Context: an optimization exercise on an open-source flow, tuned for small area and a short achievable clock period. The choices shown serve that exercise and are no tape-out recipe. Where RTL was checked, it was by simulation tests only, not by an equivalence proof against the original. Function not checked in run 2: the RTL went through the layout flow alone. Power is estimated from default activity; no workload was simulated.

**design/flow/design.v**
```verilog
module ook_assembler (
    input  wire        clk,
    input  wire        rst,
    input  wire        edge_valid,
    input  wire        edge_level,
    input  wire [31:0] edge_ts,
    output wire        enq,         
    output wire [63:0] enq_frame,   
    output wire        desync       
);
    reg [31:0] t0;
    reg        got_mark;
    reg [63:0] acc;
    reg        acc_zero;
    reg        pend_v;
    reg        pend_bit;
    reg        pend_zero;
    reg [7:0]  bit_count;
    wire [31:0] x = edge_ts;
    wire [12:0] bg = ~x[12:0] & t0[12:0];      
    wire [12:0] bp = ~(x[12:0] ^ t0[12:0]);    
    wire [12:0] g1, p1, g2, p2, g3, p3, g4;
    genvar i;
    generate
        for (i = 0; i < 13; i = i + 1) begin : pfx
            if (i >= 1) begin : s1
                assign g1[i] = bg[i] | (bp[i] & bg[i-1]);
                assign p1[i] = bp[i] & bp[i-1];
            end else begin : s1z
                assign g1[i] = bg[i];
                assign p1[i] = bp[i];
            end
            if (i >= 2) begin : s2
                assign g2[i] = g1[i] | (p1[i] & g1[i-2]);
                assign p2[i] = p1[i] & p1[i-2];
            end else begin : s2z
                assign g2[i] = g1[i];
                assign p2[i] = p1[i];
            end
            if (i >= 4) begin : s3
                assign g3[i] = g2[i] | (p2[i] & g2[i-4]);
                assign p3[i] = p2[i] & p2[i-4];
            end else begin : s3z
                assign g3[i] = g2[i];
                assign p3[i] = p2[i];
            end
            if (i >= 8) begin : s4
                assign g4[i] = g3[i] | (p3[i] & g3[i-8]);
            end else begin : s4z
                assign g4[i] = g3[i];
            end
        end
    endgenerate
    wire [12:0] d = ~bp ^ {g4[11:0], 1'b0};
    wire        b13 = g4[12];
    wire [18:0] xh = x[31:13];
    wire [18:0] th = t0[31:13];
    wire        hi_eq0 = &(xh ~^ th);
    wire [18:0] he = xh ~^ th;
    wire [18:0] hs = xh & ~th;
    wire [18:0] hz = ~xh & th;
    wire [18:0] hit1;
    generate
        for (i = 0; i < 19; i = i + 1) begin : inc
            if (i == 0 && i == 18) begin : only
                assign hit1[i] = hs[i];
            end else if (i == 0) begin : lo
                assign hit1[i] = hs[i] & (&he[18:i+1]);
            end else if (i == 18) begin : hi
                assign hit1[i] = hs[i] & (&hz[i-1:0]);
            end else begin : mid
                assign hit1[i] = hs[i] & (&he[18:i+1]) & (&hz[i-1:0]);
            end
        end
    endgenerate
    wire        hi_eq1 = (|hit1) | (&hz);
    wire        hi_ok  = b13 ? hi_eq1 : hi_eq0;
    wire lo_mark = (d >= 13'd400)  && (d <= 13'd600);
    wire lo_zero = (d >= 13'd900)  && (d <= 13'd1100);
    wire lo_one  = (d >= 13'd1900) && (d <= 13'd2100);
    wire lo_gap  = (d >= 13'd3900) && (d <= 13'd4100);
    wire in_mark = hi_ok && lo_mark;
    wire in_zero = hi_ok && lo_zero;
    wire in_one  = hi_ok && lo_one;
    wire in_gap  = hi_ok && lo_gap;
    wire rise    = edge_valid && edge_level && got_mark;
    wire do_bit  = rise && (lo_zero || lo_one) && hi_ok;
    wire do_gap  = rise && in_gap;
    wire bc36    = (bit_count == 8'd36);
    assign enq       = do_gap && bc36;
    assign desync    = do_gap && !bc36;
    assign enq_frame = acc;
    always @(posedge clk) begin
        if (rst) begin
            t0        <= 32'd0;
            got_mark  <= 1'b0;
            acc_zero  <= 1'b1;
            bit_count <= 8'd0;
        end else if (edge_valid) begin
            t0 <= edge_ts;
            if (!edge_level) begin
                got_mark <= in_mark;
            end else if (do_bit) begin
                acc_zero  <= 1'b0;
                bit_count <= bit_count + 8'd1;
            end else if (do_gap) begin
                acc_zero  <= 1'b1;
                bit_count <= 8'd0;
            end
        end
    end
    always @(posedge clk) begin
        pend_v    <= do_bit && !rst;
        pend_bit  <= lo_one;
        pend_zero <= acc_zero;
        if (pend_v)
            acc <= {acc[62:0] & {63{!pend_zero}}, pend_bit};
    end
endmodule
module ook_queue #(
    parameter QCAP = 10
) (
    input  wire        clk,
    input  wire        rst,
    input  wire        enq,
    input  wire [63:0] enq_frame,
    input  wire        deq,         
    output wire        empty,
    output wire [29:0] head_fields,
    output wire        head_match,  
    output wire        ovf          
);
    function [29:0] fields(input [63:0] f);
        fields = {f[35:27], f[25], f[23:12], f[7:0]};
    endfunction
    reg [63:0]     newest;                  
    reg [29:0]     fld [1:QCAP-1];          
    reg [QCAP-1:0] match;                   
    reg            pend;                    
    reg [QCAP-1:0] occ;                     
    wire full = occ[QCAP-1];
    assign empty = !occ[0];
    assign ovf   = enq && full && !deq;
    wire new_match = (enq_frame == newest) && (enq_frame[11:8] == 4'b1111);
    integer i;
    always @(posedge clk) begin
        if (pend) begin
            newest   <= enq_frame;
            match[0] <= new_match;
            fld[1]   <= fields(newest);
            match[1] <= match[0];
            for (i = 2; i < QCAP; i = i + 1) begin
                fld[i]   <= fld[i-1];
                match[i] <= match[i-1];
            end
        end
    end
    wire [QCAP:0] last = {1'b0, occ} & ~{2'b0, occ[QCAP-1:1]};   
    reg [29:0] h_f;
    reg        h_m;
    always @(*) begin
        h_f = 30'd0;
        h_m = 1'b0;
        if (pend && last[0]) begin
            h_f = fields(enq_frame);
            h_m = new_match;
        end
        if (pend ? last[1] : last[0]) begin
            h_f = h_f | fields(newest);
            h_m = h_m | match[0];
        end
        for (i = 1; i < QCAP; i = i + 1)
            if (pend ? last[i+1] : last[i]) begin
                h_f = h_f | fld[i];
                h_m = h_m | match[i];
            end
    end
    assign head_fields = h_f;
    assign head_match  = h_m;
    always @(posedge clk) begin
        if (rst) begin
            pend <= 1'b0;
            occ  <= {QCAP{1'b0}};
        end else begin
            pend <= enq;
            if (enq && !deq && !full)
                occ <= {occ[QCAP-2:0], 1'b1};
            else if (deq && !enq)
                occ <= {1'b0, occ[QCAP-1:1]};
        end
    end
endmodule
module ook_evaluator (
    input  wire        clk,
    input  wire        rst,
    input  wire        tick,
    input  wire        q_empty,
    input  wire [29:0] q_fields,
    input  wire        q_match,
    output wire        deq,
    output reg         rec_valid,
    output wire [7:0]  rec_id,
    output wire        rec_battery_ok,
    output wire [7:0]  rec_channel,
    output wire [15:0] rec_temp,
    output wire [7:0]  rec_hum
);
    reg        drain;
    reg        ref_ok;
    reg        two_valid;
    reg [29:0] r_f;
    assign deq = drain && !q_empty;
    wire accept = deq && !two_valid && ref_ok && q_match;
    always @(posedge clk) begin
        if (rst) begin
            drain     <= 1'b0;
            ref_ok    <= 1'b0;
            two_valid <= 1'b0;
            rec_valid <= 1'b0;
            r_f       <= 30'd0;
        end else begin
            rec_valid <= accept;
            ref_ok    <= deq;
            if (!drain) begin
                if (tick)
                    drain <= 1'b1;
            end else if (q_empty) begin
                drain     <= 1'b0;
                two_valid <= 1'b0;
            end else if (accept) begin
                two_valid <= 1'b1;
            end
            if (accept)
                r_f <= q_fields;
        end
    end
    assign rec_id         = r_f[29:22];
    assign rec_battery_ok = r_f[21];
    assign rec_channel    = {6'd0, r_f[20], 1'b0};
    assign rec_temp       = {{4{r_f[19]}}, r_f[19:8]};
    assign rec_hum        = r_f[7:0];
endmodule
module ook_decoder (
    input  wire        clk,
    input  wire        rst,
    input  wire        edge_valid,
    input  wire        edge_level,
    input  wire [31:0] edge_ts,
    input  wire        tick,
    output wire        rec_valid,
    output wire [7:0]  rec_id,
    output wire        rec_battery_ok,
    output wire [7:0]  rec_channel,
    output wire [15:0] rec_temp,
    output wire [7:0]  rec_hum,
    output reg  [15:0] ovf_count,
    output reg  [15:0] desync_count
);
    wire        enq;
    wire [63:0] enq_frame;
    wire        desync;
    wire        deq;
    wire        q_empty;
    wire [29:0] q_fields;
    wire        q_match;
    wire        ovf;
    ook_assembler u_asm (
        .clk        (clk),
        .rst        (rst),
        .edge_valid (edge_valid),
        .edge_level (edge_level),
        .edge_ts    (edge_ts),
        .enq        (enq),
        .enq_frame  (enq_frame),
        .desync     (desync)
    );
    ook_queue u_queue (
        .clk         (clk),
        .rst         (rst),
        .enq         (enq),
        .enq_frame   (enq_frame),
        .deq         (deq),
        .empty       (q_empty),
        .head_fields (q_fields),
        .head_match  (q_match),
        .ovf         (ovf)
    );
    ook_evaluator u_eval (
        .clk            (clk),
        .rst            (rst),
        .tick           (tick),
        .q_empty        (q_empty),
        .q_fields       (q_fields),
        .q_match        (q_match),
        .deq            (deq),
        .rec_valid      (rec_valid),
        .rec_id         (rec_id),
        .rec_battery_ok (rec_battery_ok),
        .rec_channel    (rec_channel),
        .rec_temp       (rec_temp),
        .rec_hum        (rec_hum)
    );
    wire [15:0] ovf_inc, desync_inc;
    genvar k;
    generate
        for (k = 0; k < 16; k = k + 1) begin : inc
            if (k == 0) begin : b0
                assign ovf_inc[k]    = ~ovf_count[k];
                assign desync_inc[k] = ~desync_count[k];
            end else begin : bk
                assign ovf_inc[k]    = ovf_count[k]    ^ (&ovf_count[k-1:0]);
                assign desync_inc[k] = desync_count[k] ^ (&desync_count[k-1:0]);
            end
        end
    endgenerate
    always @(posedge clk) begin
        if (rst) begin
            ovf_count    <= 16'd0;
            desync_count <= 16'd0;
        end else begin
            if (ovf && !(&ovf_count))
                ovf_count <= ovf_inc;
            if (desync && !(&desync_count))
                desync_count <= desync_inc;
        end
    end
endmodule
```
**design/flow/flow/run.sh**
```bash
#!/bin/bash
# Standard layout (the standard.sh: standard synthesis, floorplan,
# placement, CTS, routing) with two changes: the post-placement, post-CTS
# and post-route timing repair aims for a margin below the clock period,
# and the port buffers are a small plain buffer cell.
set -euo pipefail
bash standard.sh SETUP_SLACK_MARGIN=5 \
  "BUFFER_PORTS_ARGS=-buffer_cell sky130_fd_sc_hd__buf_2" finish > flow_standard.log 2>&1
```
**design/flow/standard.sh**
```bash
#!/bin/bash
# synth_recipe.tcl (not shown) runs the flow's synth.tcl, then flattens the netlist and writes it again
# the make line also repeats each setting of config.mk as NAME=value (left out here)
make -C /OpenROAD-flow-scripts/flow DESIGN_CONFIG=/design/flow/config.mk WORK_HOME=/design/flow/orfs CLKGATE_MAP_FILE= SYNTH_SCRIPT=/design/flow/synth_recipe.tcl "${@:-finish}"
```
**design/flow/config.mk**
```make
export PLATFORM = sky130hd
export DESIGN_NAME = ook_decoder
export DESIGN_NICKNAME = ook_decoder
export VERILOG_FILES = /design/flow/design.v
export SDC_FILE = /design/flow/constraint.sdc
export NUM_CORES = 4
export LEC_CHECK = 0
export CAP_MARGIN = 20
export CORE_MARGIN = 2
export CORE_UTILIZATION = 60
export SLEW_MARGIN = 20
```
**design/flow/constraint.sdc**
```tcl
create_clock -name core_clock -period 10.0 [get_ports {clk}]
set_input_delay 2.0000 -clock core_clock [delete_from_list [all_inputs] [get_ports {clk}]]
set_output_delay 2.0000 -clock core_clock [all_outputs]
set_load 0.01 [all_outputs]
```
==> qor.csv, run 1 <==
metric,value,unit
cap_violations,0,
cts_root_buffer,clkbuf_16,
post_synth.cell_area_avg,13.8,um^2
dp_slack,4.04,ns
grt-ovfl-total,0,
initial_utilization,0.610,
grt_pass1_vias,13500,
nNetsFinal,1823,
switchingPower,928,uW
worstPathArrival,5.33,ns
synthCells,1621,
num_rows,70,
wl,49.3,mm
routed_via_density,6.31,
status,"complete, no violations",
netSwitchingFraction,0.204,
yosys_most_used_dff,edfxtp_1,
grt_usage,0.251,
drive_above_1_share,0.151,
ys_ff_latch,530,
antenna_found_initial,1,
dieArea,38800,um^2
path_class,input pin to register,
drt-initial-drc-count,1232,
numPortBuffers,103,
ant_nets,0,
vias,14100,
final.setup.tns,0,ns
seq_area_frac_synth,0.658,
rsz0062_at_grt,no,
p_comb_frac,0.034,
hold_start,u_asm.acc_zero$_SDFFE_PP1P_,
setup.worst_path.start,edge_ts[0],
io_pins,111,
fillers,2623,
clock_skew,0.0197,ns
first_pass_iters,7,
p_clk_frac,0.448,
numCtsBuffers,53,
cts_hold_buf,0,
worst_skew_pair.late_latency,0.61,ns
gp_congestion,0.814,
finalSetupViolations,0,
clkTransAtPathRegs,0.06,ns
crit_slowest_cell,or4_1,
cts_buffer_depth,3,
yosysUniqueCellTypes,86,
hp-class,register to register,
ir_worst_vdd,138,uV
grt_max_degree,196,
p_seq_frac,0.518,
core_region_area,36600,um^2
wire_per_inst,22.0,um
clock-sinks,530,
max_stage_delay,0.48,ns
final.setup.worst_slack,5.18,ns
endpoint_kind,register,
fmax,0.208,GHz
fin_crit,4.82,ns
drv_slew,0,
synthArstFlopShare,0,
cts_tree,done,
worstMarginPinSlew,1.28,ns
drc,0,
synthTopCellsByArea,"edfxtp_1 (55%), dfxtp_1 (11%), ha_1 (3.4%), a22oi_1 (2.2%), xnor2_1 (2.0%)",
syn_area,22300,um^2
ys_warn_count,5,
syn_to_final_growth,13.0,%
start_kind,input pin,
timing.final.crit_share,0.482,
crit_fanout,9,
die_w,197,um
power_leakage,0.00871,uW
grt_pass1_wl,75.1,mm
hpwl,27.7,mm
synth_top_area_share,0.549,
relSlewSlack,0.144,
p_int,3610,uW
yosysTopAreaCell,edfxtp_1,
die_h,197,um
r2r_start,u_asm.t0[0]$_SDFFE_PP0P_,
synth_edf_count,408,
crit_required,10.52,ns
p_per_area,180,nW/um^2
path_cells,buf_2 > inv_1 > ha_1 > inv_1 > fa_1 > and2b_2 > o2111ai_4 > and4_1 > nor4_4 > nand4_2 > nor4_4 > buf_6 > o2111ai_4 > or4_1 > a21oi_1,
hold_violations,0,
htreeDepth,2,
[sequential cells by signal (all words and copies together) (netlist names)]
signal / flops
desync_count: 16
ovf_count: 16
u_asm.acc: 64
u_asm.acc_zero: 1
u_asm.bit_count: 8
u_asm.got_mark: 1
u_asm.pend_bit: 1
u_asm.pend_v: 1
u_asm.pend_zero: 1
u_asm.t0: 32
u_eval.drain: 1
u_eval.r_f: 30
u_eval.rec_valid: 1
u_eval.ref_ok: 1
u_eval.two_valid: 1
u_queue.fld: 270
u_queue.match: 10
u_queue.newest: 64
u_queue.occ: 10
u_queue.pend: 1
[worst paths after layout]
| path | end | slack (ns) | depth (start not counted) |
|---|---|---|---|
| worst max-delay path | ovf_count[11]$_SDFFE_PP0P_ | 5.18 | 15 |
| worst min-delay path | u_asm.pend_zero$_DFF_P_ | 0.35 | 0 |
| worst min register to register | u_asm.pend_zero$_DFF_P_ | 0.35 | 0 |
| worst max register to register | ovf_count[11]$_SDFFE_PP0P_ | 6.40 | 13 |
[cell type report]
class / instances / area [um^2] / area share
clock buffers: 78 / 1510 / 0.0599
flip-flops and latches: 530 / 14700 / 0.583
multi-input cells: 934 / 7130 / 0.282
repair buffers: 130 / 744 / 0.0295
diodes: 1 / 2.50 / 0.0000992
clock inverters: 20 / 280 / 0.0111
inverters: 75 / 282 / 0.0112
well taps: 468 / 586 / 0.0232
[per-stage QoR]
step                      utilization  cells  area [um^2]  power [uW]  hold slack, ns
after floorplan                     -   1627        22400        2520           0.331
after global placement          0.636   2126        23300        2550           0.335
after detailed placement        0.636   2126        23300        2550           0.343
after CTS                       0.684   2224        25100        4570           0.347
after global routing            0.689   2235        25200        4680           0.362
final                           0.689   2236        25200        4540           0.345
[synth_stat cells (33+ instances only)]
cell type,number
dfxtp_1,122
nand2_1,64
a21oi_1,67
a22oi_1,65
clkbuf_1,60
nor2b_1,69
mux2i_1,42
xnor2_1,52
ha_1,61
nor2_1,71
edfxtp_1,408
inv_1,74
a22o_1,36
nand3_1,33
a221oi_1,33
[worst max-delay path: cells and delay by family]
| family | cells | cell delay, ns |
|---|---|---|
| and+or+nand+nor | 6 | 1.81 |
| adders and majority gates | 2 | 0.58 |
| AOI/OAI and AO/OA | 3 | 0.50 |
| buffers and inverters | 4 | 0.43 |
[power by group through the flow]
stage               logic, uW  clock network, uW  registers [uW]
floorplan                 119                  0            2400
global placement          147                  0            2400
detailed placement        149                  0            2400
CTS                       151               2070            2350
global route              173               2150            2350
finish                    156               2030            2350
[layer usage]
layer | part of all wire | vias up | wire length (um) | GRT usage
met5 | 0 | - | 0 | 0
met4 | 0.024 | 0 | 1200 | 0.0774
met3 | 0.068 | 81 | 3370 | 0.0447
met2 | 0.48 | 518 | 23400 | 0.406
li1 | - | 6481 | - | -
met1 | 0.43 | 7022 | 21300 | 0.349
[cells in the final DEF (no fill, tap or decap), types with 10 or more instances in the layout]
cell type / Yosys / routed
nor2b_1: 69 / 68
edfxtp_1: 408 / 408
inv_1: 74 / 74
xnor2_1: 52 / 52
a41o_1: 30 / 30
dfxtp_1: 122 / 119
nand3_1: 33 / 33
o21ai_0: 30 / 23
clkbuf_16: 0 / 53
xor2_1: 23 / 22
nand2b_1: 10 / 10
or3_1: 12 / 12
a22oi_1: 65 / 65
a222oi_1: 30 / 30
buf_4: 17 / 24
nor2_1: 71 / 70
buf_2: 4 / 102
clkbuf_1: 60 / 16
and3_1: 19 / 19
a22o_1: 36 / 36
nand4_1: 26 / 26
nand2_1: 64 / 64
a221oi_1: 33 / 33
ha_1: 61 / 61
mux2i_1: 42 / 40
a21oi_1: 67 / 67
[cell families (layout without fill, tap and decap cells)]
family,Yosys count,in the layout,share of synthesized area
AO/OA/AOI/OAI,368,371,0.131
XOR/XNOR,77,77,0.0309
adder cells (fa/ha/maj),62,62,0.0351
buffers and inverters,166,303,0.0313
flip-flops,530,530,0.658
multiplexers,51,51,0.0234
other,1,8,0.000168
AND/OR/NAND/NOR,366,366,0.0901
[timing repair]
item                       4_1_cts  5_1_grt
buffers inserted                 0        8
setup endpoints to repair       39       49
cloned                           0        3
resized for setup                1        9
pin swaps                        0        6
==> run 2, diff against run 1 <==
--- a/design/flow/design.v
+++ b/design/flow/design.v
@@ -16,5 +16,6 @@
     reg        pend_bit;
     reg        pend_zero;
-    reg [7:0]  bit_count;
+    reg        pend_gap;
+    reg [7:0]  bit_count;   
     wire [31:0] x = edge_ts;
     wire [12:0] bg = ~x[12:0] & t0[12:0];      
@@ -87,5 +88,5 @@
     wire do_bit  = rise && (lo_zero || lo_one) && hi_ok;
     wire do_gap  = rise && in_gap;
-    wire bc36    = (bit_count == 8'd36);
+    wire bc36    = !pend_gap && (pend_v ? (bit_count == 8'd35) : (bit_count == 8'd36));
     assign enq       = do_gap && bc36;
     assign desync    = do_gap && !bc36;
@@ -96,5 +97,4 @@
             got_mark  <= 1'b0;
             acc_zero  <= 1'b1;
-            bit_count <= 8'd0;
         end else if (edge_valid) begin
             t0 <= edge_ts;
@@ -103,8 +103,6 @@
             end else if (do_bit) begin
                 acc_zero  <= 1'b0;
-                bit_count <= bit_count + 8'd1;
             end else if (do_gap) begin
                 acc_zero  <= 1'b1;
-                bit_count <= 8'd0;
             end
         end
@@ -112,8 +110,13 @@
     always @(posedge clk) begin
         pend_v    <= do_bit && !rst;
+        pend_gap  <= do_gap && !rst;
         pend_bit  <= lo_one;
         pend_zero <= acc_zero;
         if (pend_v)
             acc <= {acc[62:0] & {63{!pend_zero}}, pend_bit};
+        if (rst || pend_gap)
+            bit_count <= 8'd0;
+        else if (pend_v)
+            bit_count <= bit_count + 8'd1;
     end
 endmodule
@@ -138,5 +141,6 @@
     reg [QCAP-1:0] match;                   
     reg            pend;                    
-    reg [QCAP-1:0] occ;                     
+    reg [QCAP-1:0] occ_m;                   
+    wire [QCAP-1:0] occ = pend ? {occ_m[QCAP-2:0], 1'b1} : occ_m;
     wire full = occ[QCAP-1];
     assign empty = !occ[0];
@@ -156,5 +160,5 @@
         end
     end
-    wire [QCAP:0] last = {1'b0, occ} & ~{2'b0, occ[QCAP-1:1]};   
+    wire [QCAP:0] last = ({1'b0, occ} & ~{2'b0, occ[QCAP-1:1]}) & {(QCAP+1){!rst}};
     reg [29:0] h_f;
     reg        h_m;
@@ -180,12 +184,9 @@
     always @(posedge clk) begin
         if (rst) begin
-            pend <= 1'b0;
-            occ  <= {QCAP{1'b0}};
+            pend  <= 1'b0;
+            occ_m <= {QCAP{1'b0}};
         end else begin
-            pend <= enq;
-            if (enq && !deq && !full)
-                occ <= {occ[QCAP-2:0], 1'b1};
-            else if (deq && !enq)
-                occ <= {1'b0, occ[QCAP-1:1]};
+            pend  <= enq;
+            occ_m <= deq ? {1'b0, occ[QCAP-1:1]} : occ;
         end
     end
@@ -218,5 +219,4 @@
             two_valid <= 1'b0;
             rec_valid <= 1'b0;
-            r_f       <= 30'd0;
         end else begin
             rec_valid <= accept;
@@ -231,8 +231,10 @@
                 two_valid <= 1'b1;
             end
-            if (accept)
-                r_f <= q_fields;
         end
     end
+    always @(posedge clk) begin
+        if (rst || accept)
+            r_f <= q_fields;
+    end
     assign rec_id         = r_f[29:22];
     assign rec_battery_ok = r_f[21];
--- a/design/flow/flow/run.sh
+++ b/design/flow/flow/run.sh
@@ -5,4 +5,4 @@
 # and the port buffers are a small plain buffer cell.
 set -euo pipefail
-bash standard.sh SETUP_SLACK_MARGIN=5 \
+bash standard.sh SETUP_SLACK_MARGIN=5.5 \
   "BUFFER_PORTS_ARGS=-buffer_cell sky130_fd_sc_hd__buf_2" finish > flow_standard.log 2>&1
==> run 2 against run 1 <==
Against the previous run: sequential cell count is 1 higher; fmax is 7.9% higher; critical endpoint is now desync_count[9]$_SDFFE_PP0P_; worst hold slack better by 0.0070 ns; largest power group unchanged; critical path type unchanged; sequential power hardly changed; global-route usage is 0.053 points lower; synthesized area is 1.1% lower; largest cell class unchanged; via count is 3.5% lower.
==> qor.csv, run 2 <==
metric,value,unit,change
die_w,196,um,was 197 um
clkTransAtPathRegs,0.06,ns,about the same
layout_common_cells,"edfxtp_1 (438), buf_2 (101), dfxtp_1 (90), nor2_1 (78), inv_1 (75)",,"was edfxtp_1 (408), dfxtp_1 (119), buf_2 (102), inv_1 (74), nor2_1 (70)"
clock_skew,0.0212,ns,was 0.0197 ns
grt_pass1_wl,74.0,mm,was 75.1 mm
syn_area,22100,um^2,"was 22,300 um^2"
cts_buffer_depth,3,,unchanged
crit_path_frequent_cell,buf_6,,
fin_crit,4.46,ns,was 4.82 ns
ant_nets,0,,unchanged
hp-class,register to register,,unchanged
finalSetupViolations,0,,unchanged
rsz0062_at_grt,yes,,was no
nNetsFinal,1785,,"was 1,823"
path_delay_family,compound AO/OA/AOI/OAI gates,,was simple AND/OR/NAND/NOR gates
antenna_found_initial,1,,unchanged
cts_hold_buf,0,,unchanged
largest_reg_flops,270,,unchanged
status,"complete, no violations",,unchanged
dieArea,38400,um^2,"was 38,800 um^2"
hold_ws,0.352,ns,was 0.345 ns
final.setup.tns,0,ns,unchanged
p_per_area,180,nW/um^2,about the same
clock-sinks,531,,was 530
reg_top3,"u_queue.fld: 270 flops, u_asm.acc: 64 flops, u_queue.newest: 64 flops",,unchanged
drt-initial-drc-count,1274,,"was 1,232"
ir_worst_vdd,127,uV,was 138 uV
numPortBuffers,103,,unchanged
endpoint_kind,register,,unchanged
first_pass_iters,7,,unchanged
grt_pass1_vias,12900,,"was 13,500"
yosysTopAreaCell,edfxtp_1,,unchanged
hpwl,26.7,mm,was 27.7 mm
initial_utilization,0.606,,was 0.610
regMostFlops,u_queue.fld,,unchanged
yosys_most_used_dff,edfxtp_1,,unchanged
ys_warn_count,5,,unchanged
drv_slew,0,,unchanged
yosysUniqueCellTypes,81,,was 86
wl,48.6,mm,was 49.3 mm
synthArstFlopShare,0,,unchanged
worstPathArrival,4.98,ns,was 5.33 ns
crit_slowest_cell,a211oi_4,,was or4_1
cts_tree,done,,unchanged
power.total,4590,uW,was 4540 uW
layout_commonest_cell,edfxtp_1,,unchanged
grt-ovfl-total,0,,unchanged
synthCells,1562,,"was 1,621"
syn_to_final_growth,15.2,%,was 13.0%
gp_congestion,0.841,,was 0.814
worstMarginPinSlew,1.23,ns,was 1.28 ns
cap_violations,0,,unchanged
wire_per_inst,22.1,um,was 22.0 um
fmax,0.224,GHz,was 0.208 GHz
synthTopCellsByArea,"edfxtp_1 (60%), dfxtp_1 (8.4%), ha_1 (3.4%), mux2i_1 (2.0%), xor2_1 (1.9%)",,"was edfxtp_1 (55%), dfxtp_1 (11%), ha_1 (3.4%), a22oi_1 (2.2%), xnor2_1 (2.0%)"
synth_edf_count,438,,was 408
netlist_top_cells_count,"edfxtp_1 (438), dfxtp_1 (93), nor2_1 (81)",,"was edfxtp_1 (408), dfxtp_1 (122), inv_1 (74)"
ys_ff_latch,531,,was 530
num_rows,70,,unchanged
htreeDepth,2,,unchanged
timing.final.crit_share,0.446,,was 0.482
die_h,196,um,was 197 um
path_cells,buf_12 > inv_12 > ha_4 > inv_2 > fa_2 > and2b_2 > o21ai_4 > buf_6 > a211oi_4 > a211oi_2 > nor4_4 > buf_6 > o2111ai_4 > buf_6 > or3_4 > a21oi_2,,was buf_2 > inv_1 > ha_1 > inv_1 > fa_1 > and2b_2 > o2111ai_4 > and4_1 > nor4_4 > nand4_2 > nor4_4 > buf_6 > o2111ai_4 > or4_1 > a21oi_1
path_class,input pin to register,,unchanged
drc,0,,unchanged
start_kind,input pin,,unchanged
synth_top_area_share,0.595,,was 0.549
post_synth.cell_area_avg,14.1,um^2,was 13.8 um^2
synth_most_common_cell,edfxtp_1,,unchanged
worst_skew_pair.late_latency,0.60,ns,was 0.61 ns
seq_area_frac_synth,0.680,,was 0.658
io_pins,111,,unchanged
cts_root_buffer,clkbuf_16,,unchanged
crit_required,10.52,ns,about the same
core_region_area,36400,um^2,"was 36,600 um^2"
fillers,2529,,"was 2,623"
max_stage_delay,0.37,ns,was 0.48 ns
grt_usage,0.250,,was 0.251
hold_violations,0,,unchanged
grt_max_degree,213,,was 196
vias,13600,,"was 14,100"
power_leakage,0.00899,uW,was 0.00871 uW
critical_path_buf_inv_count,6,,was 4
routed_via_density,6.19,,was 6.31
relSlewSlack,0.180,,was 0.144
crit_fanout,6,,was 9
numCtsBuffers,52,,was 53
drive_above_1_share,0.173,,was 0.151
run 2: cell types whose count changed after synthesis, sizes merged, moves of 16 or more:
cell    delta
a41o      -30
edfxtp    +30
dfxtp     -29
xnor2     -27
xor2      +25
a21oi     -24
and3      +16
run 2: area by class of cell:
type / instances / area, um^2 / area share
antenna: 1 / 2.50 / 0.0000983
clock buffer: 64 / 1360 / 0.0533
clock inverter: 33 / 395 / 0.0155
inverter: 78 / 305 / 0.0120
multi-input combinational: 883 / 6850 / 0.269
sequential: 531 / 15000 / 0.590
tap: 468 / 586 / 0.0230
timing repair buffer: 141 / 926 / 0.0364
run 2: worst reg2reg max path, cell delays in order, from the launching register on:
cell and delay [ns]:
edfxtp_1 0.45, xnor2_1 0.47, nand4_1 0.20, nor4_1 0.40, nand4_1 0.14, nor4_1 0.82, a21oi_1 0.24, nor4b_4 0.55
or2_4 0.43
run 2: cells by family (layout without fill, tap and decap cells):
logic type | count (synthesis) | after routing | share of synthesized area
buffers and inverters | 160 | 316 | 0.0307
AND/OR/NAND/NOR | 382 | 383 | 0.0936
AO/OA/AOI/OAI | 302 | 307 | 0.108
XOR/XNOR | 75 | 75 | 0.0304
other | 1 | 8 | 0.000170
flip-flops | 531 | 531 | 0.680
multiplexers | 50 | 50 | 0.0229
adder cells (fa/ha/maj) | 61 | 61 | 0.0349
run 2: report_power, final:
part	total [uW]	internal, uW	leakage (uW)	switching [uW]
logic	185	78.4	0.00340	106
registers	2380	2370	0.00474	8.15
clock network	2030	1200	0.000852	831
total	4590	3650	0.00899	945
run 2: worst paths after layout:
check                                    from                            to  slack [ns]  depth (start not counted)
setup / recovery                   edge_ts[0]  desync_count[9]$_SDFFE_PP0P_        5.54                         16
hold / removal    u_asm.acc_zero$_SDFFE_PP1P_       u_asm.pend_zero$_DFF_P_        0.35                          0
setup reg to reg      u_asm.acc[28]$_DFFE_PP_      u_eval.r_f[10]$_DFFE_PP_        5.94                          8
hold reg to reg   u_asm.acc_zero$_SDFFE_PP1P_       u_asm.pend_zero$_DFF_P_        0.35                          0
run 2: repair_timing:
| item | CTS | global route |
|---|---|---|
| endpoints found under the hold margin | 0 | 0 |
| cloned | 5 | 1 |
| setup buffers | 13 | 9 |
| pin swaps | 9 | 14 |
| endpoints found under the setup margin | 60 | 66 |
| resized for setup | 21 | 33 |
run 2: per-layer routing:
layer	GRT usage	vias to the layer above	wire length (um)	part of all wire
met1	0.354	6875	21100	0.43
met3	0.0375	75	2720	0.056
met5	0	-	13	0.00027
met4	0.0755	2	1090	0.022
met2	0.407	406	23700	0.49
li1	-	6246	-	-
run 2: per-stage QoR:
| stage | worst slack (ns) | cells | cell area, um^2 | utilization |
|---|---|---|---|---|
| finish | 5.54 | 2199 | 25400 | 0.698 |
| global route | 5.42 | 2198 | 25400 | 0.698 |
| CTS | 5.49 | 2188 | 25200 | 0.691 |
| detailed placement | 4.52 | 2073 | 23100 | 0.635 |
| global placement | 4.69 | 2073 | 23100 | 0.635 |
| floorplan | 5.29 | 1568 | 22200 | - |
==> run 3, diff against run 2 <==
--- a/design/flow/design.v
+++ b/design/flow/design.v
@@ -1,22 +1,10 @@
-module ook_assembler (
-    input  wire        clk,
-    input  wire        rst,
-    input  wire        edge_valid,
-    input  wire        edge_level,
-    input  wire [31:0] edge_ts,
-    output wire        enq,         
-    output wire [63:0] enq_frame,   
-    output wire        desync       
+module ook_window (
+    input  wire [31:0] x,
+    input  wire [31:0] t0,
+    output wire        in_mark,
+    output wire        in_bit,    
+    output wire        lo_one,    
+    output wire        in_gap
 );
-    reg [31:0] t0;
-    reg        got_mark;
-    reg [63:0] acc;
-    reg        acc_zero;
-    reg        pend_v;
-    reg        pend_bit;
-    reg        pend_zero;
-    reg        pend_gap;
-    reg [7:0]  bit_count;   
-    wire [31:0] x = edge_ts;
     wire [12:0] bg = ~x[12:0] & t0[12:0];      
     wire [12:0] bp = ~(x[12:0] ^ t0[12:0]);    
@@ -79,16 +67,43 @@
     wire lo_mark = (d >= 13'd400)  && (d <= 13'd600);
     wire lo_zero = (d >= 13'd900)  && (d <= 13'd1100);
-    wire lo_one  = (d >= 13'd1900) && (d <= 13'd2100);
+    assign lo_one = (d >= 13'd1900) && (d <= 13'd2100);
     wire lo_gap  = (d >= 13'd3900) && (d <= 13'd4100);
-    wire in_mark = hi_ok && lo_mark;
-    wire in_zero = hi_ok && lo_zero;
-    wire in_one  = hi_ok && lo_one;
-    wire in_gap  = hi_ok && lo_gap;
-    wire rise    = edge_valid && edge_level && got_mark;
-    wire do_bit  = rise && (lo_zero || lo_one) && hi_ok;
-    wire do_gap  = rise && in_gap;
-    wire bc36    = !pend_gap && (pend_v ? (bit_count == 8'd35) : (bit_count == 8'd36));
-    assign enq       = do_gap && bc36;
-    assign desync    = do_gap && !bc36;
+    assign in_mark = hi_ok && lo_mark;
+    assign in_bit  = hi_ok && (lo_zero || lo_one);
+    assign in_gap  = hi_ok && lo_gap;
+endmodule
+module ook_assembler (
+    input  wire        clk,
+    input  wire        rst,
+    input  wire        edge_valid,
+    input  wire        edge_level,
+    input  wire [31:0] edge_ts,
+    input  wire        do_bit,      
+    input  wire        do_gap,      
+    output wire        in_mark,
+    output wire        in_bit,
+    output wire        in_gap,
+    output reg         got_mark,
+    output wire        bc36,        
+    output wire [63:0] enq_frame    
+);
+    reg [31:0] t0;
+    reg [63:0] acc;
+    reg        acc_zero;
+    reg        pend_v;
+    reg        pend_bit;
+    reg        pend_zero;
+    reg        pend_gap;
+    reg [7:0]  bit_count;   
+    wire lo_one;
+    ook_window u_win (
+        .x       (edge_ts),
+        .t0      (t0),
+        .in_mark (in_mark),
+        .in_bit  (in_bit),
+        .lo_one  (lo_one),
+        .in_gap  (in_gap)
+    );
+    assign bc36      = !pend_gap && (pend_v ? (bit_count == 8'd35) : (bit_count == 8'd36));
     assign enq_frame = acc;
     always @(posedge clk) begin
@@ -130,4 +145,5 @@
     input  wire        deq,         
     output wire        empty,
+    output wire        full,
     output wire [29:0] head_fields,
     output wire        head_match,  
@@ -143,5 +159,5 @@
     reg [QCAP-1:0] occ_m;                   
     wire [QCAP-1:0] occ = pend ? {occ_m[QCAP-2:0], 1'b1} : occ_m;
-    wire full = occ[QCAP-1];
+    assign full = occ[QCAP-1];
     assign empty = !occ[0];
     assign ovf   = enq && full && !deq;
@@ -243,4 +259,27 @@
     assign rec_hum        = r_f[7:0];
 endmodule
+module ook_events (
+    input  wire rst,
+    input  wire edge_valid,
+    input  wire edge_level,
+    input  wire got_mark,
+    input  wire in_bit,
+    input  wire in_gap,
+    input  wire bc36,
+    input  wire ovf_ok,       
+    input  wire desync_ok,    
+    output wire do_bit,
+    output wire do_gap,
+    output wire enq,
+    output wire ovf_en,       
+    output wire desync_en     
+);
+    wire rise = edge_valid && edge_level && got_mark;
+    assign do_bit    = rise && in_bit;
+    assign do_gap    = rise && in_gap;
+    assign enq       = do_gap && bc36;
+    assign ovf_en    = rst || (do_gap && bc36 && ovf_ok);
+    assign desync_en = rst || (do_gap && !bc36 && desync_ok);
+endmodule
 module ook_decoder (
     input  wire        clk,
@@ -259,9 +298,10 @@
     output reg  [15:0] desync_count
 );
-    wire        enq;
+    wire        in_mark, in_bit, in_gap, got_mark, bc36;
+    wire        do_bit, do_gap, enq, ovf_en, desync_en;
     wire [63:0] enq_frame;
-    wire        desync;
     wire        deq;
     wire        q_empty;
+    wire        q_full;
     wire [29:0] q_fields;
     wire        q_match;
@@ -273,7 +313,28 @@
         .edge_level (edge_level),
         .edge_ts    (edge_ts),
+        .do_bit     (do_bit),
+        .do_gap     (do_gap),
+        .in_mark    (in_mark),
+        .in_bit     (in_bit),
+        .in_gap     (in_gap),
+        .got_mark   (got_mark),
+        .bc36       (bc36),
+        .enq_frame  (enq_frame)
+    );
+    ook_events u_ev (
+        .rst        (rst),
+        .edge_valid (edge_valid),
+        .edge_level (edge_level),
+        .got_mark   (got_mark),
+        .in_bit     (in_bit),
+        .in_gap     (in_gap),
+        .bc36       (bc36),
+        .ovf_ok     (q_full && !deq && !(&ovf_count)),
+        .desync_ok  (!(&desync_count)),
+        .do_bit     (do_bit),
+        .do_gap     (do_gap),
         .enq        (enq),
-        .enq_frame  (enq_frame),
-        .desync     (desync)
+        .ovf_en     (ovf_en),
+        .desync_en  (desync_en)
     );
     ook_queue u_queue (
@@ -284,4 +345,5 @@
         .deq         (deq),
         .empty       (q_empty),
+        .full        (q_full),
         .head_fields (q_fields),
         .head_match  (q_match),
@@ -317,13 +379,8 @@
     endgenerate
     always @(posedge clk) begin
-        if (rst) begin
-            ovf_count    <= 16'd0;
-            desync_count <= 16'd0;
-        end else begin
-            if (ovf && !(&ovf_count))
-                ovf_count <= ovf_inc;
-            if (desync && !(&desync_count))
-                desync_count <= desync_inc;
-        end
+        if (ovf_en)
+            ovf_count <= ovf_inc & {16{!rst}};
+        if (desync_en)
+            desync_count <= desync_inc & {16{!rst}};
     end
 endmodule
--- a/design/flow/config.mk
+++ b/design/flow/config.mk
@@ -10,2 +10,3 @@
 export CORE_UTILIZATION = 60
 export SLEW_MARGIN = 20
+export SYNTH_HIERARCHICAL = 1
==> run 3 against run 2 <==
Against the previous run: sequential cell count did not move; total power fell by 1.9%; first-iteration DRC count decreased by 5.3%; fmax down 4.0%; via count decreased by 2.4%; core utilization down 1.0 points; global-route usage decreased by 0.33 points; clock power decreased by 7%; sequential power rose by 2%; synthesized cell count decreased by 2.0%; clock skew about the same; clock-buffer cell count is 6 higher; critical path type unchanged; largest cell class unchanged; largest power group unchanged; highest routed layer is now met4.
==> qor.csv, run 3 <==
metric,value,unit,change
status,"complete, no violations",,unchanged
first_pass_iters,6,,was 7
post_synth.cell_area_avg,14.7,um^2,was 14.1 um^2
vias,13300,,"was 13,600"
ir_worst_vdd,145,uV,was 127 uV
numCtsBuffers,55,,was 52
antenna_found_initial,0,,was 1
ant_nets,0,,unchanged
power_leakage,0.00874,uW,was 0.00899 uW
io_pins,111,,unchanged
htreeDepth,2,,unchanged
ys_warn_count,11,,was 5
drive_above_1_share,0.160,,was 0.173
cap_violations,0,,unchanged
hp-class,register to register,,unchanged
placedInstanceArea,23500,um^2,"was 23,100 um^2"
largest_reg_flops,270,,unchanged
reg_top3,"u_queue.fld: 270 flops, u_asm.acc: 64 flops, u_queue.newest: 64 flops",,unchanged
drc,0,,unchanged
synthCells,1531,,"was 1,562"
clock_skew,0.0212,ns,about the same
regMostFlops,u_queue.fld,,unchanged
initial_utilization,0.612,,was 0.606
hold_ws,0.349,ns,was 0.352 ns
start_kind,input pin,,unchanged
gp_congestion,0.841,,about the same
cts_hold_buf,0,,unchanged
core_region_area,36800,um^2,"was 36,400 um^2"
path_cells,buf_12 > inv_12 > ha_4 > fa_2 > a211oi_4 > o211a_1 > o211ai_2 > or4_4 > or4_4 > a21boi_2 > and4_4 > a31o_4,,was buf_12 > inv_12 > ha_4 > inv_2 > fa_2 > and2b_2 > o21ai_4 > buf_6 > a211oi_4 > a211oi_2 > nor4_4 > buf_6 > o2111ai_4 > buf_6 > or3_4 > a21oi_2
timing.final.crit_share,0.465,,was 0.446
wl,47.5,mm,was 48.6 mm
syn_to_final_growth,12.5,%,was 15.2%
fin_crit,4.65,ns,was 4.46 ns
wire_per_inst,21.9,um,was 22.1 um
p_per_area,178,nW/um^2,was 180 nW/um^2
drt-initial-drc-count,1206,,"was 1,274"
rsz0062_at_grt,yes,,unchanged
relSlewSlack,0.287,,was 0.180
cts_tree,done,,unchanged
worstPathArrival,4.93,ns,was 4.98 ns
hold_violations,0,,unchanged
crit_path_frequent_cell,or4_4,,was buf_6
drv_slew,0,,unchanged
place_inst,2055,,"was 2,073"
crit_fanout,8,,was 6
clock-sinks,531,,unchanged
nNetsFinal,1749,,"was 1,785"
layout_common_cells,"edfxtp_1 (470), buf_2 (101), nor2_1 (90), nor2b_1 (78), xnor2_1 (74)",,"was edfxtp_1 (438), buf_2 (101), dfxtp_1 (90), nor2_1 (78), inv_1 (75)"
numPortBuffers,103,,unchanged
endpoint_kind,register,,unchanged
syn_area,22500,um^2,"was 22,100 um^2"
cts_buffer_depth,3,,unchanged
die_w,198,um,was 196 um
clkTransAtPathRegs,0.06,ns,about the same
die_h,198,um,was 196 um
crit_slowest_cell,or4_4,,was a211oi_4
dieArea,39100,um^2,"was 38,400 um^2"
grt_pass1_vias,12900,,about the same
cts_root_buffer,clkbuf_16,,unchanged
hpwl,27.7,mm,was 26.7 mm
grt_usage,0.247,,was 0.250
layout_commonest_cell,edfxtp_1,,unchanged
routed_via_density,6.13,,was 6.19
max_stage_delay,0.51,ns,was 0.37 ns
worstMarginPinSlew,1.07,ns,was 1.23 ns
grt-ovfl-total,0,,unchanged
stdcell_area,25300,um^2,"was 25,400 um^2"
final.setup.tns,0,ns,unchanged
final_cell_count_no_fill,2168,,"was 2,199"
grt_pass1_wl,73.5,mm,was 74.0 mm
fmax,0.215,GHz,was 0.224 GHz
worst_skew_pair.late_latency,0.59,ns,was 0.60 ns
crit_required,10.28,ns,was 10.52 ns
power.total,4500,uW,was 4590 uW
path_class,input pin to register,,unchanged
grt_max_degree,187,,was 213
finalSetupViolations,0,,unchanged
num_rows,70,,unchanged
[run 3: cell type report]
class / count / area, um^2
clock inverter: 33 / 210
tap: 468 / 586
inverter: 74 / 293
timing repair buffer: 128 / 733
antenna: 1 / 2.50
sequential: 531 / 15300
clock buffer: 70 / 1450
fill: 2572 / 11500
multi-input combinational: 863 / 6700
[run 3: path summary, 6_finish.rpt]
check	startpoint	to	slack [ns]	cells past startpoint
worst max-delay path	edge_ts[0]	ovf_count[13]$_DFFE_PP_	5.35	12
worst min-delay path	u_asm.acc_zero$_SDFFE_PP1P_	u_asm.pend_zero$_DFF_P_	0.35	0
worst max register to register	u_asm.acc[32]$_DFFE_PP_	u_eval.r_f[7]$_DFFE_PP_	6.40	8
worst min register to register	u_asm.acc_zero$_SDFFE_PP1P_	u_asm.pend_zero$_DFF_P_	0.35	0
[run 3: what timing repair did]
action                     in CTS  in global routing
pin swaps                      11                  5
setup endpoints to repair      34                 36
gates resized for setup         7                 11
buffers inserted                7                  0
gates cloned                    2                  0
[run 3: routing by layer]
metal | GRT usage | share of wire | vias to the layer above
met5 | 0 | 0 | -
met4 | 0.0646 | 0.017 | 0
met3 | 0.0555 | 0.077 | 61
met2 | 0.390 | 0.47 | 468
met1 | 0.350 | 0.43 | 6591
li1 | - | - | 6164
[run 3: through the flow]
| stage | util | setup slack (ns) |
|---|---|---|
| floorplan | - | 4.99 |
| global placement | 0.638 | 4.51 |
| detailed placement | 0.638 | 4.48 |
| CTS | 0.686 | 5.32 |
| global route | 0.688 | 5.22 |
| finish | 0.688 | 5.35 |
[run 3: critical path: cells and delay by family]
family,cells,cell delay (ns)
adder cells (fa/ha/maj),2,0.52
AO/OA/AOI/OAI,5,1.05
AND/OR/NAND/NOR,3,1.24
buffers and inverters,2,0.12
[run 3: power by group]
part	total (uW)	switching, uW	internal [uW]
Clock	1890	834	1050
Sequential	2420	18.8	2400
Combinational	193	111	82.8
==> run 4, diff against run 3 <==
--- a/design/flow/config.mk
+++ b/design/flow/config.mk
@@ -10,3 +10,2 @@
 export CORE_UTILIZATION = 60
 export SLEW_MARGIN = 20
-export SYNTH_HIERARCHICAL = 1
==> run 4 against run 3 <==
Against the previous run: sequential cell count stayed put; die area is 2.6% lower; via count is 3.0% lower; critical endpoint is now ovf_count[12]$_DFFE_PP_; register-to-register slack worse by 0.07 ns; largest power group unchanged; final cell count is 2.3% lower; wire length is 2.4% lower; largest cell class unchanged; highest routed layer is now met5; sequential power hardly changed.
==> qor.csv, run 4 <==
metric,value,unit,change
synth_edf_count,470,,
largest_reg_flops,270,,unchanged
cts_root_buffer,clkbuf_16,,unchanged
relSlewSlack,0.264,,was 0.287
start_kind,input pin,,unchanged
die_w,195,um,was 198 um
regMostFlops,u_queue.fld,,unchanged
drv_slew,0,,unchanged
ir_worst_vdd,127,uV,was 145 uV
timing.final.crit_share,0.453,,was 0.465
antenna_found_initial,2,,was 0
wl,46.4,mm,was 47.5 mm
fin_crit,4.53,ns,was 4.65 ns
power_leakage,0.00892,uW,was 0.00874 uW
gp_congestion,0.810,,was 0.841
worst_skew_pair.late_latency,0.59,ns,about the same
layout_commonest_cell,edfxtp_1,,unchanged
p_per_area,185,nW/um^2,was 178 nW/um^2
utilization,0.693,,was 0.688
route.met3.wl,3.47,mm,was 3.64 mm
syn_to_final_growth,14.6,%,was 12.5%
cts_hold_buf,0,,unchanged
path_class,input pin to register,,unchanged
final_cell_count_no_fill,2118,,"was 2,168"
grt_usage,0.245,,was 0.247
cts_buffer_depth,3,,unchanged
post_synth.cell_area_avg,14.8,um^2,was 14.7 um^2
layout_common_cells,"edfxtp_1 (470), buf_2 (101), nor2_1 (97), nor2b_1 (74), inv_1 (59)",,"was edfxtp_1 (470), buf_2 (101), nor2_1 (90), nor2b_1 (78), xnor2_1 (74)"
numPortBuffers,103,,unchanged
worstPathArrival,4.83,ns,was 4.93 ns
final.setup.tns,0,ns,unchanged
grt_pass1_vias,12700,,"was 12,900"
num_rows,70,,unchanged
yosys_most_used_dff,edfxtp_1,,
seq_area_frac_synth,0.700,,
fmax,0.221,GHz,was 0.215 GHz
initial_utilization,0.604,,was 0.612
grt_pass1_wl,71.9,mm,was 73.5 mm
yosysUniqueCellTypes,71,,
finalSetupViolations,0,,unchanged
grt-ovfl-total,0,,unchanged
wl_met2,21.8,mm,was 22.5 mm
yosysTopAreaCell,edfxtp_1,,
endpoint_kind,register,,unchanged
grt_max_degree,198,,was 187
clkTransAtPathRegs,0.06,ns,about the same
hp-class,register to register,,unchanged
core_region_area,36300,um^2,"was 36,800 um^2"
synth_top_area_share,0.644,,
synth.mux.area_fraction,0.0185,,
ys_ff_latch,531,,
stdcell_area,25100,um^2,"was 25,300 um^2"
top_layer_used,met5,,was met4
synthSimpleGateAreaFrac,0.0867,,
crit_required,10.30,ns,was 10.28 ns
io_pins,111,,unchanged
numCtsBuffers,54,,was 55
clock-sinks,531,,unchanged
ys_warn_count,5,,was 11
fillers,2544,,"was 2,572"
placedInstanceArea,23000,um^2,"was 23,500 um^2"
place_inst,2004,,"was 2,055"
die_h,195,um,was 198 um
ant_nets,0,,unchanged
routed_via_density,6.08,,was 6.13
first_pass_iters,5,,was 6
synth_top_family_by_area,compound AO/OA/AOI/OAI gates,,
cap_violations,0,,unchanged
cts_tree,done,,unchanged
met1_length,19.9,mm,was 20.5 mm
synth_most_common_cell,edfxtp_1,,
syn_area,21900,um^2,"was 22,500 um^2"
crit_fanout,8,,unchanged
synthCells,1484,,"was 1,531"
dieArea,38100,um^2,"was 39,100 um^2"
status,"complete, no violations",,unchanged
drc,0,,unchanged
worstMarginPinSlew,1.10,ns,was 1.07 ns
hold_violations,0,,unchanged
synthArstFlopShare,0,,
synth-compound-area-share,0.0930,,
htreeDepth,2,,unchanged
drt-initial-drc-count,1409,,"was 1,206"
netlist_top_cells_count,"edfxtp_1 (470), nor2_1 (98), nor2b_1 (75)",,
hpwl,26.0,mm,was 27.7 mm
antennaDiodeCount,0,,was 1
wire_per_inst,21.9,um,about the same
vias,12900,,"was 13,300"
clock_skew,0.0171,ns,was 0.0212 ns
nNetsFinal,1707,,"was 1,749"
synthTopCellsByArea,"edfxtp_1 (64%), dfxtp_1 (5.6%), ha_1 (3.4%), nor2b_1 (2.1%), xor2_1 (2.1%)",,
synthAdderAreaFrac,0.0352,,
reg_top3,"u_queue.fld: 270 flops, u_asm.acc: 64 flops, u_queue.newest: 64 flops",,unchanged
drive_above_1_share,0.164,,was 0.160
synth_xor_area_frac,0.0414,,
rsz0062_at_grt,yes,,unchanged
## run 4: final timing paths
| path | to | slack [ns] | startpoint | depth (start not counted) |
|---|---|---|---|---|
| hold reg to reg | u_asm.pend_zero$_DFF_P_ | 0.34 | u_asm.acc_zero$_SDFFE_PP1P_ | 0 |
| setup reg to reg | u_eval.r_f[10]$_DFFE_PP_ | 6.33 | u_asm.acc[18]$_DFFE_PP_ | 9 |
| hold / removal | u_asm.pend_zero$_DFF_P_ | 0.34 | u_asm.acc_zero$_SDFFE_PP1P_ | 0 |
| setup / recovery | ovf_count[12]$_DFFE_PP_ | 5.47 | edge_ts[0] | 17 |
## run 4: cell families after synthesis
| logic type | count (synthesis) |
|---|---|
| DFF | 531 |
| and+or+nand+nor | 363 |
| AOI/OAI and AO/OA | 251 |
| buffers and inverters | 135 |
| xor gates and xnor gates | 102 |
| adders and majority gates | 61 |
| muxes | 40 |
| other | 1 |
## run 4: layout make-up
cell class,count,area [um^2],share of cell area
inverter,62,245,0.00976
clock buffer,62,1410,0.0562
multi-input combinational,825,6250,0.249
tap,468,586,0.0233
sequential,531,15300,0.611
clock inverter,35,382,0.0152
timing repair buffer,135,892,0.0355
## run 4: critical path, cell delays in order
cell and delay [ns]:
buf_12 0.11, inv_12 0.04, ha_4 0.11, inv_2 0.04, fa_2 0.38, nand2b_4 0.17
a21oi_4 0.14, a2111oi_4 0.06, buf_4 0.16, o21ba_4 0.21, xor2_4 0.15, or3_4 0.36
nor3b_4 0.22, o21ai_4 0.12, o41ai_4 0.23, buf_4 0.17, clkbuf_16 0.14
## run 4: stage by stage
stage	hold slack, ns	total power (uW)	setup slack, ns
detailed placement	0.338	2640	4.31
finish	0.343	4650	5.47
CTS	0.346	4690	5.44
global route	0.356	4810	5.39
global placement	0.334	2630	4.38
floorplan	0.331	2590	4.92
## run 4: power by group
part	internal, uW	switching (uW)
logic	85.1	106
registers	2400	15.2
clock network	1210	829
## run 4: metal layers
layer / up-vias / GRT usage
met5: - / 0
met4: 4 / 0.0744
met3: 70 / 0.0470
met2: 519 / 0.390
met1: 6360 / 0.348
li1: 5928 / -
## run 4: repair_timing
action / 4_1_cts / 5_1_grt
resized for setup: 19 / 8
pin swaps: 13 / 9
endpoints found under the setup margin: 62 / 62
setup buffers: 11 / 4
gates cloned: 2 / 0
==> run 5, diff against run 4 <==
==> design/flow/flow/run.sh (replaced) <==
#!/bin/bash
# The standard layout (standard.sh), with these changes:
# - synthesis leaves adders to ABC instead of mapping them to the
#   library's half/full adder cells (ADDER_MAP_FILE empty), so that the
#   timestamp window logic is built as shallow logic;
# - the timing repair after placement, CTS and global routing aims for a
#   margin below the clock period;
# - the port buffers are a small plain buffer cell.
set -euo pipefail
bash standard.sh ADDER_MAP_FILE= SETUP_SLACK_MARGIN=6 \
  "BUFFER_PORTS_ARGS=-buffer_cell sky130_fd_sc_hd__buf_2" finish > flow_standard.log 2>&1
--- a/design/flow/config.mk
+++ b/design/flow/config.mk
@@ -9,3 +9,5 @@
 export CORE_MARGIN = 2
 export CORE_UTILIZATION = 60
+export CTS_CLUSTER_DIAMETER = 100
+export CTS_CLUSTER_SIZE = 20
 export SLEW_MARGIN = 20
==> run 5 against run 4 <==
Against the previous run: clock skew down 0.0011 ns; highest routed layer is now met4; via count up 0.36%; critical path type unchanged; non-clock buffer count grew 14.
==> qor.csv, run 5 <==
metric,value,unit,change
status,"complete, no violations",,unchanged
ant_nets,0,,unchanged
first_pass_iters,6,,was 5
antenna_found_initial,1,,was 2
start_kind,input pin,,unchanged
syn_area,21900,um^2,about the same
core_region_area,36300,um^2,unchanged
seq_area,15300,um^2,unchanged
num_rows,70,,unchanged
worstPathArrival,4.46,ns,was 4.83 ns
synth_most_common_cell,edfxtp_1,,unchanged
syn_to_final_growth,11.3,%,was 14.6%
yosys_most_used_dff,edfxtp_1,,unchanged
crit_fanout,7,,was 8
hpwl,26.0,mm,about the same
seq_area_frac_synth,0.699,,was 0.700
grt-ovfl-total,0,,unchanged
worstMarginPinSlew,1.05,ns,was 1.10 ns
cts_tree,done,,unchanged
yosysUniqueCellTypes,87,,was 71
layout_commonest_cell,edfxtp_1,,unchanged
die_w,195,um,about the same
cts_root_buffer,clkbuf_16,,unchanged
utilization,0.673,,was 0.693
cts_buffer_depth,3,,unchanged
cap_violations,0,,unchanged
synthTopCellsByArea,"edfxtp_1 (64%), dfxtp_1 (5.6%), xnor2_1 (3.4%), nor2b_1 (2.3%), nor2_1 (2.0%)",,"was edfxtp_1 (64%), dfxtp_1 (5.6%), ha_1 (3.4%), nor2b_1 (2.1%), xor2_1 (2.1%)"
regMostFlops,u_queue.fld,,unchanged
whs_path_depth,0,,unchanged
die_h,195,um,about the same
endpoint_kind,register,,unchanged
drt-initial-drc-count,1193,,"was 1,409"
path_class,input pin to register,,unchanged
dieArea,38100,um^2,about the same
drive_above_1_share,0.158,,was 0.164
yosysTopAreaCell,edfxtp_1,,unchanged
largest_reg_flops,270,,unchanged
gp_congestion,0.799,,was 0.810
ys_ff_latch,531,,unchanged
hold_violations,0,,unchanged
drv_slew,0,,unchanged
ir_worst_vdd,107,uV,was 127 uV
r2r_slack,6.48,ns,was 6.33 ns
r2r_start,u_asm.acc[18]$_DFFE_PP_,,unchanged
fin_crit,4.11,ns,was 4.53 ns
fillers,2635,,"was 2,544"
hold_ws,0.350,ns,was 0.343 ns
wl,46.1,mm,was 46.4 mm
initial_utilization,0.605,,was 0.604
synthArstFlopShare,0,,unchanged
clock_skew,0.0160,ns,was 0.0171 ns
synthCells,1501,,"was 1,484"
p_per_area,159,nW/um^2,was 185 nW/um^2
crit_required,10.35,ns,was 10.30 ns
reg_top3,"u_queue.fld: 270 flops, u_asm.acc: 64 flops, u_queue.newest: 64 flops",,unchanged
clock-sinks,531,,unchanged
grt_pass1_wl,71.6,mm,was 71.9 mm
htreeDepth,1,,was 2
timing.final.crit_share,0.411,,was 0.453
final.setup.tns,0,ns,unchanged
synth_edf_count,470,,unchanged
multiInputGateArea,6480,um^2,was 6250 um^2
hold_start,u_asm.acc_zero$_SDFFE_PP1P_,,unchanged
worst_hold_path.endpoint,u_asm.pend_zero$_DFF_P_,,unchanged
nNetsFinal,1648,,"was 1,707"
netlist_top_cells_count,"edfxtp_1 (470), nor2_1 (115), xnor2_1 (85)",,"was edfxtp_1 (470), nor2_1 (98), nor2b_1 (75)"
rsz0062_at_grt,yes,,unchanged
post_synth.cell_area_avg,14.6,um^2,was 14.8 um^2
relSlewSlack,0.303,,was 0.264
clkTransAtPathRegs,0.08,ns,was 0.06 ns
layout_common_cells,"edfxtp_1 (470), nor2_1 (113), buf_2 (96), xnor2_1 (82), nor2b_1 (80)",,"was edfxtp_1 (470), buf_2 (101), nor2_1 (97), nor2b_1 (74), inv_1 (59)"
grt_pass1_vias,12600,,"was 12,700"
drc,0,,unchanged
worst_skew_pair.late_latency,0.59,ns,about the same
routed_via_density,6.14,,was 6.08
grt_max_degree,163,,was 198
vias,12900,,about the same
io_pins,111,,unchanged
wire_per_inst,21.9,um,about the same
cts_hold_buf,0,,unchanged
hp-class,register to register,,unchanged
reg2reg_depth,9,,unchanged
finalSetupViolations,0,,unchanged
synth_top_area_share,0.644,,about the same
grt_usage,0.241,,was 0.245
r2r_end,u_eval.r_f[15]$_DFFE_PP_,,was u_eval.r_f[10]$_DFFE_PP_
numCtsBuffers,30,,was 54
power_leakage,0.00819,uW,was 0.00892 uW
numPortBuffers,103,,unchanged
ys_warn_count,5,,unchanged
fmax,0.244,GHz,was 0.221 GHz
run 5: cell types whose count changed after synthesis, moves of 9 or more:
cell	change
nand2b_1	+9
ha_1	-60
inv_1	-42
xnor2_1	+38
nand4_1	+9
nand3_1	-9
nor2_1	+17
run 5: kinds of logic (layout without fill, tap and decap cells):
group / after synthesis / count (layout) / synth area share
other: 1 / 8 / 0.000171
AND/OR/NAND/NOR: 437 / 438 / 0.110
XOR/XNOR: 136 / 136 / 0.0553
flip-flops: 531 / 531 / 0.699
multiplexers: 42 / 42 / 0.0194
buffers and inverters: 99 / 226 / 0.0199
AO/OA/AOI/OAI: 249 / 249 / 0.0932
adder cells (fa/ha/maj): 6 / 6 / 0.00291
run 5: through the flow:
stage	setup slack, ns	instance area [um^2]	total power (uW)	std cells
after global routing	5.79	24400	4010	2103
after detailed placement	4.92	23000	2640	2017
after CTS	5.93	24200	3900	2093
after global placement	5.02	23000	2630	2017
after floorplan	5.29	22000	2590	1507
final	5.89	24400	3880	2104
run 5: worst max path at each step:
stage | from | endpoint | slack (ns) | cells after the start
after floorplan | u_queue.pend$_SDFF_PP0_ | u_eval.r_f[0]$_DFFE_PP_ | 5.29 | 9
after global placement | edge_ts[17] | desync_count[0]$_DFFE_PP_ | 5.02 | 11
after detailed placement | edge_ts[17] | desync_count[4]$_DFFE_PP_ | 4.92 | 11
after CTS | edge_ts[1] | ovf_count[8]$_DFFE_PP_ | 5.93 | 13
after global routing | edge_ts[1] | ovf_count[1]$_DFFE_PP_ | 5.79 | 14
final | edge_ts[0] | ovf_count[1]$_DFFE_PP_ | 5.89 | 14
run 5: per-layer routing:
| layer | track usage | routed length (um) |
|---|---|---|
| met5 | 0 | 0 |
| met4 | 0.0509 | 687 |
| met3 | 0.0347 | 3450 |
| met2 | 0.396 | 22400 |
| met1 | 0.349 | 19600 |
run 5: final cells by class:
cell class,instances,share of cell area
flip-flops and latches,531,0.629
multi-input cells,878,0.266
repair buffers,149,0.0421
clock buffers,55,0.0355
well taps,468,0.0240
inverters,21,0.00333
clock inverters,1,0.000462
diodes,1,0.000103
run 5: timing repair:
| item | 4_1_cts | 5_1_grt |
|---|---|---|
| cloned | 2 | 0 |
| gates resized for setup | 28 | 28 |
| setup buffers | 18 | 10 |
| pin swaps | 2 | 6 |
| endpoints found under the setup margin | 64 | 65 |
run 5: report_power, final:
part | total [uW] | switching [uW] | internal [uW]
Combinational | 197 | 105 | 91.9
Clock | 1270 | 678 | 587
Sequential | 2420 | 21.4 | 2400
Total | 3880 | 805 | 3080
run 5: worst max-delay path, stage by stage:
cell      delay, ns
buf_6          0.09
nand2b_4       0.15
o221a_4        0.24
o31a_4         0.32
o221ai_4       0.24
buf_6          0.14
maj3_4         0.24
xor2_4         0.18
nor2_2         0.06
and4_4         0.15
o21ai_4        0.28
o21bai_4       0.09
buf_6          0.13
buf_16         0.13
==> run 6, diff against run 5 <==
==> design/flow/flow/run.sh (replaced) <==
#!/bin/bash
# The standard layout (standard.sh), with these changes:
# - synthesis leaves adders to ABC instead of mapping them to the
#   library's half/full adder cells (ADDER_MAP_FILE empty), and does not
#   use the slow 3- and 4-input OR/AND/majority and 2111 cells, so that the
#   timestamp window logic is built as shallow logic;
# - the timing repair after placement, CTS and global routing aims for a
#   margin below the clock period;
# - the port buffers are a small plain buffer cell.
set -euo pipefail
# the platform's don't-use list, plus the slow cells
DU=$(make -s -C "$FLOW_HOME" DESIGN_CONFIG="$PWD/config.mk" WORK_HOME="$PWD/orfs" print-DONT_USE_CELLS | sed -n 's/^DONT_USE_CELLS: //p')
LIB="$FLOW_HOME/platforms/sky130hd/lib/sky130_fd_sc_hd__tt_025C_1v80.lib"
EXTRA=$(grep -oE 'cell \("?sky130_fd_sc_hd__(or3|or3b|or4|or4b|or4bb|and4|and4b|and4bb|a2111o|a2111oi|o2111a|o2111ai|maj3)_[0-9]+' "$LIB" | sed -E 's/cell \("?//' | tr '\n' ' ')
[ -n "$DU" ] || { echo "no platform dont-use list" >&2; exit 1; }
echo "DONT_USE_CELLS=$DU $EXTRA" > flow_dont_use.log
bash standard.sh ADDER_MAP_FILE= SETUP_SLACK_MARGIN=6 "DONT_USE_CELLS=$DU $EXTRA" \
  "BUFFER_PORTS_ARGS=-buffer_cell sky130_fd_sc_hd__buf_2" finish > flow_standard.log 2>&1
==> run 6 against run 5 <==
Against the previous run: sequential power about the same; combinational power up 3%; critical endpoint is now ovf_count[12]$_DFFE_PP_; highest routed layer is now met5; largest power group unchanged; sequential share of layout area down 0.61 points; synthesized cell count about the same; critical path type unchanged; still clean on timing, DRC and antenna; setup slack worse by 0.011 ns; wire length up 0.58%; via count up 1.2%; die area up 0.57%.
==> qor.csv, run 6 <==
metric,value,unit,change
status,"complete, no violations",,unchanged
drive_above_1_share,0.165,,was 0.158
r2r_slack,6.44,ns,was 6.48 ns
r2r_end,u_eval.r_f[9]$_DFFE_PP_,,was u_eval.r_f[15]$_DFFE_PP_
finalSetupViolations,0,,unchanged
antennaDiodeCount,0,,was 1
fin_crit,4.12,ns,was 4.11 ns
crit_required,10.31,ns,was 10.35 ns
grt_pass1_vias,12500,,"was 12,600"
worstPathArrival,4.43,ns,was 4.46 ns
vias,13100,,"was 12,900"
power_leakage,0.00821,uW,was 0.00819 uW
worst_skew_pair.late_latency,0.59,ns,about the same
path_class,input pin to register,,unchanged
reg_top3,"u_queue.fld: 270 flops, u_asm.acc: 64 flops, u_queue.newest: 64 flops",,unchanged
drv_slew,0,,unchanged
cts_tree,done,,unchanged
dieArea,38300,um^2,"was 38,100 um^2"
fmax,0.243,GHz,was 0.244 GHz
cap_violations,0,,unchanged
nNetsFinal,1648,,unchanged
wire_per_inst,22.0,um,was 21.9 um
die_w,196,um,was 195 um
hp-class,register to register,,unchanged
layout_common_cells,"edfxtp_1 (470), nor2_1 (114), buf_2 (98), nor2b_1 (75), xnor2_1 (68)",,"was edfxtp_1 (470), nor2_1 (113), buf_2 (96), xnor2_1 (82), nor2b_1 (80)"
cts_root_buffer,clkbuf_16,,unchanged
num_rows,70,,unchanged
r2r_start,u_queue.pend$_SDFF_PP0_,,was u_asm.acc[18]$_DFFE_PP_
regMostFlops,u_queue.fld,,unchanged
final.setup.worst_slack,5.88,ns,was 5.89 ns
setup.worst_path.start,edge_ts[28],,was edge_ts[0]
reg2reg_depth,10,,was 9
first_pass_iters,5,,was 6
ant_nets,0,,unchanged
grt-ovfl-total,0,,unchanged
gp_congestion,0.801,,was 0.799
hold_violations,0,,unchanged
timing.final.crit_share,0.412,,was 0.411
synth_most_common_cell,edfxtp_1,,unchanged
dp_slack,4.81,ns,was 4.92 ns
numCtsBuffers,30,,unchanged
largest_reg_flops,270,,unchanged
yosys_most_used_dff,edfxtp_1,,unchanged
ys_ff_latch,531,,unchanged
relSlewSlack,0.288,,was 0.303
clkTransAtPathRegs,0.08,ns,about the same
switchingPower,811,uW,was 805 uW
rsz0062_at_grt,yes,,unchanged
seq_area_frac_synth,0.695,,was 0.699
crit_fanout,8,,was 7
hpwl,25.9,mm,was 26.0 mm
cts_hold_buf,0,,unchanged
hold_ws,0.353,ns,was 0.350 ns
cts_buffer_depth,3,,unchanged
p_clk_frac,0.325,,was 0.326
wl,46.3,mm,was 46.1 mm
post_synth.cell_area_avg,14.7,um^2,was 14.6 um^2
p_int,3070,uW,was 3080 uW
final.setup.tns,0,ns,unchanged
grt_usage,0.238,,was 0.241
ys_warn_count,5,,unchanged
endpoint,ovf_count[12]$_DFFE_PP_,,was ovf_count[1]$_DFFE_PP_
drc,0,,unchanged
p_seq_frac,0.623,,about the same
layout_commonest_cell,edfxtp_1,,unchanged
antenna_found_initial,1,,unchanged
p_per_area,158,nW/um^2,was 159 nW/um^2
io_pins,111,,unchanged
grt_max_degree,197,,was 163
core_region_area,36400,um^2,"was 36,300 um^2"
clock-sinks,531,,unchanged
==> run 6: how the worst min path moves through the flow <==
stage                              end  slack [ns]  cells past startpoint
2_1_floorplan  u_asm.pend_zero$_DFF_P_        0.33                      0
3_3_place_gp   u_asm.pend_zero$_DFF_P_        0.33                      0
3_5_place_dp   u_asm.pend_zero$_DFF_P_        0.35                      0
4_1_cts        u_asm.pend_zero$_DFF_P_        0.36                      0
5_1_grt        u_asm.pend_zero$_DFF_P_        0.37                      0
6_report       u_asm.pend_zero$_DFF_P_        0.35                      0
==> run 6: through the flow <==
stage	instance area (um^2)	utilization	power (uW)	cells
after CTS	24300	0.667	3910	2092
after floorplan	22200	-	2600	1506
after global routing	24600	0.676	4010	2103
final	24600	0.676	3880	2103
after global placement	23100	0.634	2640	2018
after detailed placement	23100	0.634	2650	2018
==> run 6: cell type report <==
class	count	area [um^2]
sequential	531	15300
fill	2618	11800
multi-input combinational	892	6710
timing repair buffer	147	1080
clock buffer	54	862
tap	468	586
inverter	9	37.5
clock inverter	2	13.8
==> run 6: cells by family after synthesis <==
group | synth area share
compound gates | 0.102
buf+inv | 0.0175
simple gates | 0.114
other cells | 0.000170
mux | 0.0194
flops | 0.695
xor+xnor | 0.0520
==> run 6: metal layers <==
metal  wire (um)  up-vias  global-route usage
met4         862        2              0.0556
li1            -     6045                   -
met3        2950       63              0.0316
met5          13        -                   0
met1       20500     6574               0.356
met2       22000      400               0.379
==> run 6: repair_timing <==
action                                  in CTS  in global routing
endpoints found under the setup margin      62                 65
gates cloned                                 1                  3
resized for setup                           27                 35
buffers inserted                            17                  8
pin swaps                                    8                 13
==> run 6: power groups by stage <==
stage          sequential [uW]  combinational, uW  clock, uW
2_1_floorplan             2470                126          0
3_3_place_gp              2470                173          0
3_5_place_dp              2470                176          0
4_1_cts                   2420                190       1300
5_1_grt                   2420                222       1370
6_report                  2420                202       1260
==> run 6: worst max-delay path, stage by stage <==
cell and delay (ns):
buf_8 0.11, xor2_4 0.15, nor4_4 0.30, nand3_1 0.15
nand3b_1 0.32, nand3b_1 0.24, nor4b_4 0.14, nor3b_4 0.17
nand4bb_4 0.21, o21bai_4 0.22, o21ai_4 0.21, clkbuf_16 0.19

Setup slack of run 6, layout unchanged: 5.883 ns with ideal ports, 5.893 ns with driving cells assumed (clock clkbuf_16, inputs buf_2), 5.250 ns with port delays also shifted by the 0.643 ns mid clock arrival.
